Source: an optimization exercise on an open RTL-to-GDS flow (aim: small area). Production flows keep margins and buffers that such runs may drop.
Function was checked by simulation only, so behaviour that the tests miss may differ from the original.
Power and IR drop assume default switching activity.

Design bms_module, start of the top module:
module bms_module (
    input  wire        clk,
    input  wire        rst,           
    input  wire        line_in,       
    output reg         line_out,      
    output reg         line_oe,
    input  wire [15:0] meas0,
    input  wire [15:0] meas1,
    input  wire [15:0] meas2,
    input  wire [15:0] meas3,
    input  wire [15:0] meas4,
    input  wire [31:0] ver_sw,
    input  wire [15:0] ver_hw,
    input  wire [31:0] ver_sn,
    output wire [7:0]  my_addr,
    output reg         cmd_valid,
    output wire [7:0]  cmd_addr,
    output wire [2:0]  cmd_op,
    output wire [10:0] cmd_arg,
    output wire        cmd_bcast
);
Size in the first run: about 79 flip-flops, about 200 I/O pins, roughly 5400 um^2 of cells after synthesis.
Settings: LEC_CHECK=0, CAP_MARGIN=20, CORE_MARGIN=2, CORE_UTILIZATION=60, GPL_TIMING_DRIVEN=0, PLACE_DENSITY=0.8, SLEW_MARGIN=20, SYNTH_HIERARCHICAL=1; clock period 10.0 ns.
standard.sh (not shown) runs the stock make flow with config.mk's settings and CLKGATE_MAP_FILE= SYNTH_SCRIPT=/design/flow/synth_recipe.tcl, a recipe that flattens the netlist after the stock synthesis.
==> flow/flow/run.sh <==
#!/bin/bash
# The standard layout (standard synthesis, ORFS steps), with every port
# buffered by the smallest buffer instead of the default pick, the
# synthesized gates taken down to their smallest drive strength and the
# synthesis buffers removed after floorplan (later repair steps upsize or
# buffer where needed), and a clock tree without dummy loads.
set -euo pipefail
export BUFFER_PORTS_ARGS="-buffer_cell sky130_fd_sc_hd__buf_1"
export POST_FLOORPLAN_TCL="$PWD/flow/downsize.tcl"
export CTS_ARGS="-sink_clustering_enable -repair_clock_nets -buf_list sky130_fd_sc_hd__clkbuf_8 -dont_use_dummy_load"
bash standard.sh > standard_flow.log 2>&1
==> flow/flow/downsize.tcl <==
# Swap each combinational cell for the smallest cell of the same family
# (same name but the drive-strength suffix), e.g. nor4_2 -> nor4_1.
# Flip-flops are left alone; later repair steps upsize where needed.
set ds_count 0
set ds_saved 0.0
foreach inst [get_cells *] {
  set m [get_property $inst ref_name]
  if {![regexp {^(sky130_fd_sc_hd__[a-z0-9]+)_([0-9]+)$} $m -> base drv]} { continue }
  if {[regexp {^sky130_fd_sc_hd__(s?e?dfx|dfr|dfs|dfb|edf|sdf|sedf|dl|tap|fill|decap|conb|diode|clk)} $base]} { continue }
  set best $m
  set best_area [get_property [get_lib_cells */$m] area]
  foreach d {0 1 2} {
    set cand ${base}_$d
    set lc [get_lib_cells -quiet */$cand]
    if {$lc == ""} { continue }
    if {[get_property $lc dont_use]} { continue }
    set a [get_property $lc area]
    if {$a < $best_area} { set best $cand; set best_area $a }
  }
  if {$best != $m} {
    set old_area [get_property [get_lib_cells */$m] area]
    replace_cell $inst [get_lib_cells */$best]
    incr ds_count
    set ds_saved [expr {$ds_saved + $old_area - $best_area}]
  }
}
puts "downsize: $ds_count cells, [format %.1f $ds_saved] um2"
# The synthesis buffers go now too (timing-driven placement, which would
# remove them, is off).
remove_buffers
The baseline went through all stages and came out clean.
Rerun with:
--- a/flow/design.v
+++ b/flow/design.v
@@ -195,23 +195,23 @@
     assign ws[12] = (wsel == 3'd0);
     wire [3:0] wn;
     generate
         for (gj = 0; gj < 4; gj = gj + 1) begin : g_ws
             bms_aoi222 u_ao (.a(wb[3*gj +: 3]), .b(ws[3*gj +: 3]), .y(wn[gj]));
         end
     endgenerate
     wire cbit = ~&wn | (wb[12] & ws[12]) | (fb0 && (wsel == 3'd5) && is_fwd);
     wire       tx_bitval = b_start ? 1'b0 : b_stop ? 1'b1 : cbit;
     wire crc_tx  = tx_busy && (bitc == 4'd0) && !clk_cnt[3] && !(tx_byte[3] && tx_byte[2]);
-    wire ready   = is_fwd ? (crc[12] && crc[5] && !crc[8]) : (crc == 16'd0);
+    wire ready   = crc[12] && crc[5] && !crc[8];
     wire load    = cmd_valid && (rtype != T_NONE);
-    wire crc_fb  = tx_busy ? (crc[15] ^ cbit) : (crc[15] & is_fwd);
+    wire crc_fb  = crc[15] ^ (cbit & tx_busy);
     wire send_now = pend && ready && !tx_busy && !rx_on;
     wire edge_evt = line_prev && !lvl && !rx_on && !tx_busy && !send_now;
     always @(posedge clk) begin
         if (rst) begin
             pol            <= line_in;
             line_prev      <= 1'b1;
             rx_on          <= 1'b0;
             tx_busy        <= 1'b0;
             pend           <= 1'b0;
             rx_count       <= 3'd0;
@@ -263,21 +263,23 @@
                     line_out <= tx_bitval ? pol : ~pol;
                     if (b_stop) tx_byte <= tx_byte + 4'd1;
                 end else if (b_start) begin
                     line_oe  <= 1'b1;
                     line_out <= pol;
                 end else begin
                     line_oe  <= 1'b0;
                     tx_busy  <= 1'b0;
                 end
             end
-            if (load)
+            if (send_now)
+                crc <= 16'd0;
+            else if (load)
                 crc <= is_get ? 16'h0040 : is_ver ? 16'h0080 : 16'hC4CC;
             else if (crc_tx || (pend && !ready))
                 crc <= {crc[14:0], 1'b0} ^ (crc_fb ? 16'h1021 : 16'h0000);
             if (recv_cond) begin
                 frame_complete <= 1'b0;
                 rx_len4        <= need_more;
                 if (deliver) begin
                     cmd_valid <= 1'b1;
                     rtype     <= T_NONE;
                     case (c_op)
Outcome:
- synthesized cell count rises by 1.6%
- utilization falls by 1.5 points
- sequential power hardly moves
- die area rises by 0.98%
- sequential share of layout area rises by 0.39 points
- fmax rises by 5.6%
- count of clock-buffer cells in the layout does not change
- clock power hardly moves
- clock skew rises by 10 ps
- final cell count falls by 0.92%
- hold slack loses 24 ps
- critical path depth rises by 1


RTL: one of the versions met above, not the one the previous note started from.
Size in the first run: about 580 cells after synthesis, about 200 I/O pins, roughly 5400 µm² of cells after synthesis.
// bms_module
module bms_module (
    input  wire        clk,
    input  wire        rst,           
    input  wire        line_in,       
    output reg         line_out,      
    output reg         line_oe,
    input  wire [15:0] meas0,
    input  wire [15:0] meas1,
    input  wire [15:0] meas2,
    input  wire [15:0] meas3,
    input  wire [15:0] meas4,
    input  wire [31:0] ver_sw,
    input  wire [15:0] ver_hw,
    input  wire [31:0] ver_sn,
    output wire [7:0]  my_addr,
    output reg         cmd_valid,
    output wire [7:0]  cmd_addr,
    output wire [2:0]  cmd_op,
    output wire [10:0] cmd_arg,
    output wire        cmd_bcast
);
    localparam BCAST      = 8'hAA;
    localparam OP_GETDATA = 3'd0;
    localparam OP_SETADDR = 3'd1;
    localparam OP_SHUNTON = 3'd2;
    localparam OP_VERSION = 3'd3;
    localparam OP_RESV    = 3'd4;
    localparam OP_ADDRMODE= 3'd5;
    localparam T_GET  = 2'd0;
    localparam T_VER  = 2'd1;
    localparam T_FWD  = 2'd2;
    localparam T_NONE = 2'd3;        
    reg        pol;
    reg        line_prev;
    wire       lvl = (line_in == pol);
    reg        rx_on;                 
    reg        tx_busy;
    reg  [3:0] clk_cnt;               
    reg  [3:0] bitc;                  
    reg        pend;                  
    wire clk_run  = rx_on | tx_busy;
    wire tick     = clk_run && (clk_cnt == 4'd15);
    wire rx_tick  = tick && !tx_busy;
    wire tx_tick  = tick && tx_busy;
    wire b_start = (bitc == 4'd15);
    wire b_stop  = (bitc == 4'd8);
    wire b_data  = !bitc[3];
    reg [10:0] dw0, dw1;
    reg  [3:0] sy;
    reg        pa;
    reg        er0, er1;
    reg        nz;
    reg  [2:0] rx_count;
    reg        rx_len4;
    reg        frame_complete;
    function is_data_pos(input [3:0] p);
  ...
Settings: LEC_CHECK=0, CAP_MARGIN=10, CORE_MARGIN=2, CORE_UTILIZATION=60, GPL_TIMING_DRIVEN=0, PLACE_DENSITY=0.8, SLEW_MARGIN=10, SYNTH_HIERARCHICAL=1; clock period 10.0 ns.
Scripts as last shown in full above: flow/flow/run.sh, flow/flow/downsize.tcl
Next try:
--- a/flow/design.v
+++ b/flow/design.v
@@ -194,25 +194,25 @@
     assign ws[11] = (wsel == 3'd6) && is_fwd;
     assign ws[12] = (wsel == 3'd0);
     wire [3:0] wn;
     generate
         for (gj = 0; gj < 4; gj = gj + 1) begin : g_ws
             bms_aoi222 u_ao (.a(wb[3*gj +: 3]), .b(ws[3*gj +: 3]), .y(wn[gj]));
         end
     endgenerate
     wire cbit = ~&wn | (wb[12] & ws[12]) | (fb0 && (wsel == 3'd5) && is_fwd);
     wire       tx_bitval = b_start ? 1'b0 : b_stop ? 1'b1 : cbit;
     wire crc_tx  = tx_busy && (bitc == 4'd0) && !clk_cnt[3] && !(tx_byte[3] && tx_byte[2]);
-    wire ready   = crc[12] && crc[5] && !crc[8];
+    wire ready   = is_fwd ? (crc[12] && crc[5] && !crc[8]) : (crc == 16'd0);
     wire load    = cmd_valid && (rtype != T_NONE);
-    wire crc_fb  = crc[15] ^ (cbit & tx_busy);
+    wire crc_fb  = tx_busy ? (crc[15] ^ cbit) : (crc[15] & is_fwd);
     wire send_now = pend && ready && !tx_busy && !rx_on;
     wire edge_evt = line_prev && !lvl && !rx_on && !tx_busy && !send_now;
     always @(posedge clk) begin
         if (rst) begin
             pol            <= line_in;
             line_prev      <= 1'b1;
             rx_on          <= 1'b0;
             tx_busy        <= 1'b0;
             pend           <= 1'b0;
             rx_count       <= 3'd0;
             rx_len4        <= 1'b0;
@@ -262,25 +262,23 @@
                     line_oe  <= 1'b1;
                     line_out <= tx_bitval ? pol : ~pol;
                     if (b_stop) tx_byte <= tx_byte + 4'd1;
                 end else if (b_start) begin
                     line_oe  <= 1'b1;
                     line_out <= pol;
                 end else begin
                     line_oe  <= 1'b0;
                     tx_busy  <= 1'b0;
                 end
             end
-            if (send_now)
-                crc <= 16'd0;
-            else if (load)
+            if (load)
                 crc <= is_get ? 16'h0040 : is_ver ? 16'h0080 : 16'hC4CC;
             else if (crc_tx || (pend && !ready))
                 crc <= {crc[14:0], 1'b0} ^ (crc_fb ? 16'h1021 : 16'h0000);
             if (recv_cond) begin
                 frame_complete <= 1'b0;
                 rx_len4        <= need_more;
                 if (deliver) begin
                     cmd_valid <= 1'b1;
                     rtype     <= T_NONE;
                     case (c_op)
                         OP_GETDATA: rtype <= T_GET;
The changed run produced a clean layout.
Design area rises by about 1%.
Global-route usage rises by 5.4 points.
Non-clock buffer count rises by 8.
Wire length rises by about 13%.
Total power rises by about 0.5%.
Fmax falls by 2.3%.
Combinational power rises by about 6%.
Worst hold slack gains 0.0086 ns.
Worst setup slack loses 0.11 ns.
Via count rises by about 1.1%.
First-iteration DRC count stays flat.
Die area falls by 0.97%.

==> what the ideal ports hide <==
No port has a modelled driver above. Below, the same layouts with a new extraction and two added sets of constraints. Step 1 (the two cells are an assumption about what drives the block):
set clk [get_ports {clk}]
set_driving_cell -lib_cell sky130_fd_sc_hd__clkbuf_16 $clk
set_driving_cell -lib_cell sky130_fd_sc_hd__buf_2 [delete_from_list [all_inputs] $clk]
Step 2 also shifts input and output timing later by t, the mid clock arrival at the registers, as if the neighbouring blocks saw the same clock. a / b / c = ideal / step 1 / step 2; a / b = the first two.
| run | shift t [ns] | setup slack, ns | latest minus earliest clock arrival (ns) | worst slew at a driven data input, ns |
|---|---|---|---|---|
| the first run of note 1 | 0.376 | 5.146 / 5.146 / 4.907 | 0.025 / 0.024 | 0.07 |
| the second run of note 1 | 0.367 | 5.404 / 5.404 / 5.404 | 0.034 / 0.035 | 0.05 |
| the first run of note 2 | 0.379 | 5.304 / 5.304 / 5.304 | 0.028 / 0.028 | 0.05 |
| the second run of note 2 | 0.376 | 5.194 / 5.194 / 4.935 | 0.031 / 0.032 | 0.09 |
After both steps setup and hold are still met in every run listed. For the second run of note 2, which loses most, drivers alone change the setup slack by 0.000 ns; drivers and shift together by -0.259 ns.
